Source: an optimization exercise on an open RTL-to-GDS flow (aim: small area, a short achievable clock period and few clock cycles per item). Production flows keep margins and buffers that such runs may drop.
In this exercise RTL edits were held to simulation tests only and were not proved equivalent to the original.

--- flow/config.mk ---
export PLATFORM = sky130hd
export DESIGN_NAME = env_gen
export DESIGN_NICKNAME = env_gen
export VERILOG_FILES = /design/flow/design.v
export SDC_FILE = /design/flow/constraint.sdc
export NUM_CORES = 4
export LEC_CHECK = 0
export CAP_MARGIN = 20
export CORE_MARGIN = 2
export CORE_UTILIZATION = 40
export SLEW_MARGIN = 20
--- flow/constraint.sdc ---
create_clock -name core_clock -period 18.5 [get_ports {clk}]
set_input_delay 3.7000 -clock core_clock [delete_from_list [all_inputs] [get_ports {clk}]]
set_output_delay 3.7000 -clock core_clock [all_outputs]
set_load 0.01 [all_outputs]
--- flow/design.v ---
module fp32_mul (
    input  wire [31:0] a,
    input  wire [31:0] b,
    output reg  [31:0] y
);
    wire        sa = a[31], sb = b[31];
    wire [7:0]  ea = a[30:23], eb = b[30:23];
    wire [22:0] fa = a[22:0], fb = b[22:0];
    wire        sy = sa ^ sb;
    wire a_nan  = (ea == 8'hFF) && (fa != 0);
    wire b_nan  = (eb == 8'hFF) && (fb != 0);
    wire a_inf  = (ea == 8'hFF) && (fa == 0);
    wire b_inf  = (eb == 8'hFF) && (fb == 0);
    wire a_zero = (ea == 8'h00) && (fa == 0);
    wire b_zero = (eb == 8'h00) && (fb == 0);
    wire [23:0] ma = {ea != 0, fa};
    wire [23:0] mb = {eb != 0, fb};
    wire signed [10:0] xa = (ea == 0) ? 11'sd1 : $signed({3'b000, ea});
    wire signed [10:0] xb = (eb == 0) ? 11'sd1 : $signed({3'b000, eb});
    wire [47:0] prod = ma * mb;
    reg [5:0] lz;
    integer i;
    always @* begin
        lz = 6'd48;
        for (i = 0; i < 48; i = i + 1)
            if (prod[i]) lz = 6'd47 - i[5:0];
    end
    wire signed [10:0] er = xa + xb - 11'sd126 - $signed({5'b0, lz});
    wire [47:0] pn = prod << lz;
    wire signed [10:0] shs = 11'sd1 - er;
    wire [5:0] sh = (er >= 11'sd1) ? 6'd0 : ((shs > 11'sd49) ? 6'd49 : shs[5:0]);
    wire [47:0] ps = pn >> sh;
    wire [47:0] lost_mask = ~(48'hFFFF_FFFF_FFFF << sh);
    wire        lost = |(pn & lost_mask);
    wire [7:0]  efield = (er >= 11'sd1) ? er[7:0] : 8'd0;
    wire [30:0] mag    = {efield, ps[46:24]};
    wire        guard  = ps[23];
    wire        sticky = (|ps[22:0]) | lost;
    wire        rup    = guard & (sticky | ps[24]);
    wire [30:0] magr   = mag + {30'd0, rup};
    always @* begin
        if (a_nan || b_nan || (a_inf && b_zero) || (b_inf && a_zero))
            y = 32'h7FC0_0000;
        else if (a_inf || b_inf)
            y = {sy, 8'hFF, 23'd0};
        else if (a_zero || b_zero)
            y = {sy, 31'd0};
        else if (er >= 11'sd255)
            y = {sy, 8'hFF, 23'd0};
        else
            y = {sy, magr};
    end
endmodule
module fp32_add (
    input  wire [31:0] a,
    input  wire [31:0] b,
    input  wire        sub,
    output reg  [31:0] y
);
    wire [31:0] bb = {b[31] ^ sub, b[30:0]};
    wire a_nan = (a[30:23] == 8'hFF) && (a[22:0] != 0);
    wire b_nan = (bb[30:23] == 8'hFF) && (bb[22:0] != 0);
    wire a_inf = (a[30:23] == 8'hFF) && (a[22:0] == 0);
    wire b_inf = (bb[30:23] == 8'hFF) && (bb[22:0] == 0);
    wire        swap = bb[30:0] > a[30:0];
    wire [31:0] p = swap ? bb : a;
    wire [31:0] q = swap ? a : bb;
    wire [7:0]  xp = (p[30:23] == 0) ? 8'd1 : p[30:23];
    wire [7:0]  xq = (q[30:23] == 0) ? 8'd1 : q[30:23];
    wire [23:0] mp = {p[30:23] != 0, p[22:0]};
    wire [23:0] mq = {q[30:23] != 0, q[22:0]};
    wire [7:0]  d  = xp - xq;
    wire [4:0]  ds = (d > 8'd27) ? 5'd27 : d[4:0];
    wire [26:0] ap  = {mp, 3'b000};
    wire [26:0] aq0 = {mq, 3'b000};
    wire [26:0] aqs = aq0 >> ds;
    wire        qst = |(aq0 & ~(27'h7FF_FFFF << ds));
    wire [26:0] aq  = {aqs[26:1], aqs[0] | qst};
    wire        same = (p[31] == q[31]);
    wire [27:0] s = same ? ({1'b0, ap} + {1'b0, aq}) : ({1'b0, ap} - {1'b0, aq});
    reg [4:0] lz;
    integer i;
    always @* begin
        lz = 5'd27;
        for (i = 0; i < 27; i = i + 1)
            if (s[i]) lz = 5'd26 - i[4:0];
    end
    wire [4:0]  lmax = (xp - 8'd1 > 8'd27) ? 5'd27 : (xp[4:0] - 5'd1);
    wire [4:0]  lsh  = (lz < lmax) ? lz : lmax;
    wire [26:0] sl   = s[26:0] << lsh;
    wire [26:0] sr   = {s[27:2], s[1] | s[0]};
    wire [26:0] sn   = s[27] ? sr : sl;
    wire [8:0]  en   = s[27] ? ({1'b0, xp} + 9'd1) : ({1'b0, xp} - {4'd0, lsh});
    wire [7:0]  efield = sn[26] ? en[7:0] : 8'd0;
    wire [30:0] mag  = {efield, sn[25:3]};
    wire        rup  = sn[2] & (sn[1] | sn[0] | sn[3]);
    wire [30:0] magr = mag + {30'd0, rup};
    always @* begin
        if (a_nan || b_nan || (a_inf && b_inf && (a[31] != bb[31])))
            y = 32'h7FC0_0000;
        else if (a_inf)
            y = a;
        else if (b_inf)
            y = bb;
        else if (s == 0)
            y = {a[31] & bb[31], 31'd0};
        else if (en >= 9'd255)
            y = {p[31], 8'hFF, 23'd0};
        else
            y = {p[31], magr};
    end
endmodule
module fp32_div (
    input  wire        clk,
    input  wire        rst,
    input  wire        start,
    input  wire [31:0] a,
    input  wire [31:0] b,
    output reg         done,
    output wire [31:0] q
);
    reg [4:0] lza, lzb;
    integer i;
    always @* begin
        lza = 5'd0;
        lzb = 5'd0;
        for (i = 0; i < 23; i = i + 1) begin
            if (a[i]) lza = 5'd23 - i[4:0];
            if (b[i]) lzb = 5'd23 - i[4:0];
        end
    end
    wire [23:0] na = (a[30:23] == 0) ? ({1'b0, a[22:0]} << lza) : {1'b1, a[22:0]};
    wire [23:0] nb = (b[30:23] == 0) ? ({1'b0, b[22:0]} << lzb) : {1'b1, b[22:0]};
    wire signed [10:0] xa = (a[30:23] == 0) ? (11'sd1 - $signed({6'd0, lza})) : $signed({3'd0, a[30:23]});
    wire signed [10:0] xb = (b[30:23] == 0) ? (11'sd1 - $signed({6'd0, lzb})) : $signed({3'd0, b[30:23]});
    wire               alt = na < nb;
    wire signed [10:0] e0  = xa - xb + 11'sd127 - (alt ? 11'sd1 : 11'sd0);
    wire [24:0]        r0  = alt ? {na, 1'b0} : {1'b0, na};
    reg        busy, zero;
    reg [4:0]  cnt;
    reg [24:0] rem;
    reg [23:0] dv;
    reg [25:0] qb;
    reg signed [10:0] e;
    wire [25:0] diff = {1'b0, rem} - {2'b0, dv};
    wire        ge   = !diff[25];
    wire signed [10:0] shs = 11'sd1 - e;
    wire [4:0]  sh  = (e >= 11'sd1) ? 5'd0 : ((shs > 11'sd27) ? 5'd27 : shs[4:0]);
    wire [25:0] qs  = qb >> sh;
    wire        lost = |(qb & ~(26'h3FF_FFFF << sh));
    wire [7:0]  efield = (e >= 11'sd1) ? e[7:0] : 8'd0;
    wire [30:0] mag = {efield, qs[24:2]};
    wire        stk = qs[0] | lost | (rem != 0);
    wire        rup = qs[1] & (stk | qs[2]);
    wire [30:0] magr = mag + {30'd0, rup};
    assign q = zero ? 32'd0 : ((e >= 11'sd255) ? 32'h7F80_0000 : {1'b0, magr});
    always @(posedge clk) begin
        if (rst) begin
            busy <= 1'b0;
            done <= 1'b0;
        end else begin
            done <= 1'b0;
            if (!busy) begin
                if (start) begin
                    busy <= 1'b1;
                    zero <= (a[30:0] == 0);
                    cnt  <= 5'd25;
                    rem  <= r0;
                    dv   <= nb;
                    qb   <= 26'd0;
                    e    <= e0;
                end
            end else begin
                qb  <= {qb[24:0], ge};
                rem <= ge ? {diff[23:0], 1'b0} : {rem[23:0], 1'b0};
                if (cnt == 5'd0) begin
                    busy <= 1'b0;
                    done <= 1'b1;
                end
                cnt <= cnt - 5'd1;
            end
        end
    end
endmodule
module env_gen (
    input  wire        clk,
    input  wire        rst,
    input  wire        cmd_valid,
    output wire        cmd_ready,
    input  wire [1:0]  cmd_op,
    input  wire [95:0] cmd_data,
    output wire        g_valid,
    input  wire        g_ready,
    output wire [31:0] gain
);
    localparam [31:0] ONE     = 32'h3F80_0000;
    localparam [31:0] SUSTAIN = 32'h3F33_3333;    
    localparam [3:0] ST_IDLE  = 4'd0;
    localparam [3:0] ST_HELD  = 4'd1;    
    localparam [3:0] ST_DIV1  = 4'd2;    
    localparam [3:0] ST_SUB   = 4'd3;    
    localparam [3:0] ST_MUL1  = 4'd4;    
    localparam [3:0] ST_ADD1  = 4'd5;    
    localparam [3:0] ST_DIV2  = 4'd6;    
    localparam [3:0] ST_FADE  = 4'd7;    
    localparam [3:0] ST_MUL2  = 4'd8;    
    localparam [3:0] ST_OUT   = 4'd9;
    reg [3:0]  state;
    reg [31:0] ca, cr, cds;           
    reg [31:0] held, off;
    reg [31:0] attack, rel, t, fade, gr;
    reg        div_started;
    assign cmd_ready = (state == ST_IDLE);
    assign g_valid   = (state == ST_OUT);
    assign gain      = gr;
    function automatic flt(input [31:0] a, input [31:0] b);
        reg an, bn;
        begin
            an = (a[30:23] == 8'hFF) && (a[22:0] != 0);
            bn = (b[30:23] == 8'hFF) && (b[22:0] != 0);
            if (an || bn)                          flt = 1'b0;
            else if (a[30:0] == 0 && b[30:0] == 0) flt = 1'b0;
            else if (a[31] != b[31])               flt = a[31];
            else if (!a[31])                       flt = a[30:0] < b[30:0];
            else                                   flt = a[30:0] > b[30:0];
        end
    endfunction
    function automatic [31:0] fmax(input [31:0] a, input [31:0] b);
        fmax = flt(a, b) ? b : a;
    endfunction
    function automatic [31:0] fmin(input [31:0] a, input [31:0] b);
        fmin = flt(b, a) ? b : a;
    endfunction
    reg [5:0]  olz;
    integer i;
    always @* begin
        olz = 6'd32;
        for (i = 0; i < 32; i = i + 1)
            if (off[i]) olz = 6'd31 - i[5:0];
    end
    wire [31:0] offn  = off << olz[4:0];
    wire [30:0] offm  = {8'd158 - {2'b00, olz}, offn[30:8]};
    wire        offr  = offn[7] & ((|offn[6:0]) | offn[8]);
    wire [31:0] off_f = (off == 0) ? 32'd0 : {1'b0, offm + {30'd0, offr}};
    reg [31:0] ma, mb, aa, ab, da, db;
    reg        asub;
    always @* begin
        ma = cds; mb = t; aa = held; ab = ONE; asub = 1'b0; da = held; db = ca;
        case (state)
            ST_HELD: begin aa = (off != 0) ? 32'd0 : held; ab = ONE; end
            ST_SUB:  begin aa = ca; ab = held; asub = 1'b1; end
            ST_MUL1: begin ma = cds; mb = t; end
            ST_ADD1: begin aa = t; ab = ONE; end
            ST_DIV2: begin da = off_f; db = cr; end
            ST_FADE: begin aa = ONE; ab = t; asub = 1'b1; end
            ST_MUL2: begin ma = fmin(attack, rel); mb = fade; end
            default: ;
        endcase
    end
    wire [31:0] mres, ares, dres;
    wire        ddone;
    wire        dstart = (state == ST_DIV1 || state == ST_DIV2) && !div_started;
    fp32_mul u_mul (.a(ma), .b(mb), .y(mres));
    fp32_add u_add (.a(aa), .b(ab), .sub(asub), .y(ares));
    fp32_div u_div (.clk(clk), .rst(rst), .start(dstart), .a(da), .b(db), .done(ddone), .q(dres));
    always @(posedge clk) begin
        if (rst) begin
            state <= ST_IDLE;
            ca  <= 32'h4596_0000;           
            cr  <= 32'h46BB_8000;           
            cds <= 32'h3883_126F;           
            held <= 32'd0;
            off  <= 32'd0;
            gr   <= 32'd0;
            div_started <= 1'b0;
        end else begin
            case (state)
                ST_IDLE: if (cmd_valid) begin
                    case (cmd_op)
                        2'd0: begin
                            state <= (cmd_data[31:0] != 0) ? ST_HELD : ST_DIV1;
                            if (cmd_data[31:0] == 0 && off != 32'hFFFF_FFFF)
                                off <= off + 32'd1;
                        end
                        2'd1: begin
                            ca <= cmd_data[31:0]; cr <= cmd_data[63:32]; cds <= cmd_data[95:64];
                            held <= 32'd0; off <= 32'd0;
                        end
                        2'd2: begin
                            held <= cmd_data[31:0]; off <= cmd_data[63:32];
                        end
                        default: begin
                            held <= 32'd0; off <= 32'd0;
                        end
                    endcase
                end
                ST_HELD: begin
                    held  <= ares;
                    off   <= 32'd0;
                    state <= ST_DIV1;
                end
                ST_DIV1, ST_DIV2: begin
                    div_started <= 1'b1;
                    if (ddone) begin
                        div_started <= 1'b0;
                        if (state == ST_DIV1) begin
                            attack <= dres;
                            state  <= ST_SUB;
                        end else begin
                            t     <= dres;
                            state <= ST_FADE;
                        end
                    end
                end
                ST_SUB:  begin t <= ares; state <= ST_MUL1; end
                ST_MUL1: begin t <= mres; state <= ST_ADD1; end
                ST_ADD1: begin rel <= fmax(ares, SUSTAIN); state <= ST_DIV2; end
                ST_FADE: begin fade <= fmax(ares, 32'd0); state <= ST_MUL2; end
                ST_MUL2: begin gr <= fmax(mres, 32'd0); state <= ST_OUT; end
                ST_OUT:  if (g_ready) state <= ST_IDLE;
                default: state <= ST_IDLE;
            endcase
        end
    end
endmodule
--- flow/run.sh ---
#!/bin/bash
# synth_recipe.tcl (not shown) runs the flow's synth.tcl, then flattens the netlist and writes it again
# the make line also repeats each setting of config.mk as NAME=value (left out here)
make -C /OpenROAD-flow-scripts/flow DESIGN_CONFIG=/design/flow/config.mk WORK_HOME=/design/flow/orfs CLKGATE_MAP_FILE= SYNTH_SCRIPT=/design/flow/synth_recipe.tcl finish
==> impl_metrics.py <==
metrics = {
    "run_status": {
        "status": "finished clean",
    },
    "setup_path": {
        "crit_path_start_kind": "flop",
        "cpMostUsedCell": "buf_4",
        "cp.depth": 76,
        "critPathTopFamily": "adder cells",
        "setup.worst_path.class": "flop to flop",
        "r2r-end": "gr[12]",
        "cp_slowest_cell": "or4b_2",
        "critPathLaunch": "rel[12]",
        "crit_path_end": "gr[12]",
        "cp_data_required_time_ns": 19.01,
        "critical_path_arrival_ns": 18.48,
        "max_stage_delay_ns": 0.68,
        "rr_worst_depth": 76,
        "r2r-start": "rel[12]",
        "cp_num_buf_inv": 20,
        "r2r_slack_ns": 0.53,
        "critical_path.max_fanout": 18,
        "endpoint_kind": "flop",
    },
    "placed_design": {
        "dp_hpwl_um": 282000,
        "dp_slack_ns": -0.687,
        "placedInstanceArea_sq_um": 86000,
        "io_buffers": 135,
        "gp_congestion": 1.03,
    },
    "drt": {
        "first_pass_iters": 8,
        "routedWlPerCell_um": 26.0,
        "wl_um": 342000,
        "ant_nets": 0,
        "vias": 80400,
        "drc": 0,
        "viasPerCell": 6.10,
        "drt_iter0_drc": 8745,
    },
    "sta": {
        "finalHoldViolCount": 0,
        "fin_crit_sh_pct": 97.1,
        "setup_tns_ns": 0,
        "maxSlewViolCount": 0,
        "worst_slack_ns": 0.528,
        "tightest_slew_ns": 1.13,
        "finalSetupViolations": 0,
        "period_needed_ns": 17.97,
        "rsz0062_at_grt": "yes",
        "slew_headroom_pct": 24.0,
        "max_freq_mhz": 55.6,
        "clock_skew_ns": 0.0866,
    },
    "hold_path": {
        "hold_path_class": "flop to flop",
        "hp-start": "gr[29]",
    },
    "clock_tree": {
        "cts_tree": "done",
        "htreeDepth": 2,
        "clock_sinks": 417,
        "cts_buffers": 50,
        "clk-insertion-delay-late_ns": 0.68,
        "clockBufferDepth": 3,
        "root_buffer": "clkbuf_16",
        "cts.clk_slew.worst_paths_ns": 0.06,
    },
    "logic_synthesis": {
        "synth_area_sq_um": 71700,
        "ys_async_sr_fraction_pct": 0,
        "ys_ff_latch": 417,
        "seq_area_frac_synth_pct": 14.7,
        "syn_avg_cell_area_sq_um": 7.48,
        "synthCells": 9576,
        "ys_warn_count": 4,
        "yosysUniqueCellTypes": 131,
        "synth_nets": 10600,
        "synth_edf_count": 219,
        "synthFlopType": "edfxtp_1",
    },
    "floorplan": {
        "die_h_um": 427,
        "rows": 155,
        "coreArea_sq_um": 178000,
        "pin_count": 136,
        "fp.dieW_um": 427,
        "start_util_pct": 40.2,
        "die_area_sq_um": 183000,
    },
    "global_routing": {
        "grt_usage_pct": 36.4,
        "antenna_found_initial": 14,
        "grt_pass1_vias": 78700,
        "grt_pass1_wl_um": 506000,
        "grt-ovfl-total": 0,
        "grt_max_degree": 90,
    },
    "layout": {
        "n_fill_cell": 17600,
        "drive_above_1_share_pct": 20.7,
        "nNetsFinal": 11800,
        "mostFrequentLayoutCell": "buf_4",
        "final_cell_mix": "1524 x buf_4, 1216 x nor2_1, 948 x nand2_1, 837 x inv_1, 521 x a21oi_1",
        "synthToLayoutAreaGrowth_pct": 25.3,
        "final_area_sq_um": 89800,
    },
    "job": {
        "cap_violations": 0,
    },
}
## area by class of cell
cell class / instances / area, sq um / share of cell area [%]
clock buffers: 64 / 1360 / 1.52
well taps: 2355 / 2950 / 3.28
clock inverters: 30 / 360 / 0.401
flip-flops and latches: 417 / 10500 / 11.7
multi-input cells: 7720 / 57400 / 63.9
inverters: 853 / 3200 / 3.57
repair buffers: 1728 / 14000 / 15.6
diodes: 6 / 15.0 / 0.0167
## sequential cells by signal, indices dropped and copies added (netlist names), 4 cells and up
signal     count
attack        31
ca            32
cds           32
cr            31
fade          32
gr            32
held          32
off           32
rel           32
state          4
t             32
u_div.cnt      5
u_div.dv      24
u_div.e       11
u_div.qb      26
u_div.rem     25
## cell usage after synthesis, types with 32 or more instances
cell	n	share of area (%)
a22o_1	32	0.39
or3_1	68	0.59
a211oi_1	104	1.1
a21o_1	141	1.5
nor2_1	1238	6.5
nor2b_1	67	0.58
nand3b_1	46	0.48
nor3b_1	34	0.36
o21ai_0	475	3.3
a21oi_1	574	4.0
o211ai_1	162	1.7
o21bai_1	44	0.46
or2_2	75	0.65
nand2b_1	116	1.0
nand2_1	958	5.0
and3_1	70	0.61
inv_1	844	4.4
a22oi_1	102	1.1
edfxtp_1	219	9.2
nor4_1	118	1.0
o22ai_1	89	0.78
buf_1	46	0.24
xor2_1	67	0.82
o221ai_1	58	0.71
ha_1	412	7.2
mux2_2	69	1.1
dfxtp_1	198	5.5
clkbuf_1	471	2.5
a31oi_1	111	0.97
xnor2_1	130	1.6
o31ai_1	55	0.58
fa_1	496	14
o21a_1	64	0.67
nand3_1	264	1.8
and2_1	102	0.89
mux2i_1	343	4.8
nor3_1	255	1.8
nand4_1	109	0.95
## logic make-up (layout without fill, tap and decap cells)
logic type | count (synthesis) | in the layout | synth area share (%)
simple gates | 3657 | 3657 | 23.9
compound gates | 2530 | 2532 | 23.8
buf+inv | 1441 | 2675 | 7.92
fa+ha+maj | 910 | 910 | 21.1
mux | 421 | 421 | 6.06
flops | 417 | 417 | 14.7
xor+xnor | 200 | 200 | 2.50
other cells | 0 | 6 | 0
## worst reg2reg max path, delay by kind of cell (launching register included)
family | cells | cell delay, ns
muxes | 1 | 0.16
AOI/OAI and AO/OA | 25 | 5.33
DFF | 1 | 0.48
buffers and inverters | 20 | 2.60
adders and majority gates | 14 | 5.65
and+or+nand+nor | 14 | 3.23
xor gates and xnor gates | 2 | 0.42
## repair_timing
item | CTS | global route
buffers inserted | 12 | 50
endpoints found under the setup margin | 93 | 111
resized for setup | 58 | 262
pin swaps | 20 | 105
hold buffers | 0 | 0
cloned | 0 | 4
## per-layer routing
layer	up-vias	wire, um	share of wire, %	GRT usage (%)
li1	36500	-	-	-
met1	39300	140000	41	47.2
met2	3713	155000	45	58.9
met3	798	24900	7.3	4.25
met4	12	22000	6.4	19.5
met5	-	86	0.025	0
## worst min path at each step
stage | endpoint | slack, ns | cells after the start
2_1_floorplan | cds[0] | 0.43 | 2
3_3_place_gp | gr[29] | 0.43 | 2
3_5_place_dp | gr[29] | 0.44 | 2
4_1_cts | gr[29] | 0.44 | 2
5_1_grt | gr[1] | 0.47 | 2
6_report | gr[29] | 0.44 | 2
## stage by stage
stage	hold slack [ns]	std cells	utilization, %
detailed placement	0.436	13000	48.3
CTS	0.442	13100	49.4
floorplan	0.429	9576	-
global route	0.467	13200	50.4
finish	0.441	13200	50.4
global placement	0.435	13000	48.3
Testbench counts, summed over its fixed seeds: cycles 130,246, items 2,048.

afterwards: timing with drivers on the ports:
Ports are ideal in the flow. The routed layout listed here was re-timed in OpenROAD. Step 1: set_driving_cell puts a clkbuf_16 on clk and a buf_2 on each other input, an assumption about the parent block. Step 2 also shifts input and output timing later by t, the mid clock arrival at the registers, as if the neighbouring blocks saw the same clock. a / b / c = ideal / step 1 / step 2; a / b = the first two.
t (ns): 0.710
setup WS [ns]: 0.528 / 0.528 / 0.528
hold WS [ns]: 0.441 / 0.441 / 0.441
cell pins on the clock port's net: 1
After both steps this run still meets setup and hold. The setup slack of this run moves by 0.000 ns with the drivers and by 0.000 ns with both steps.
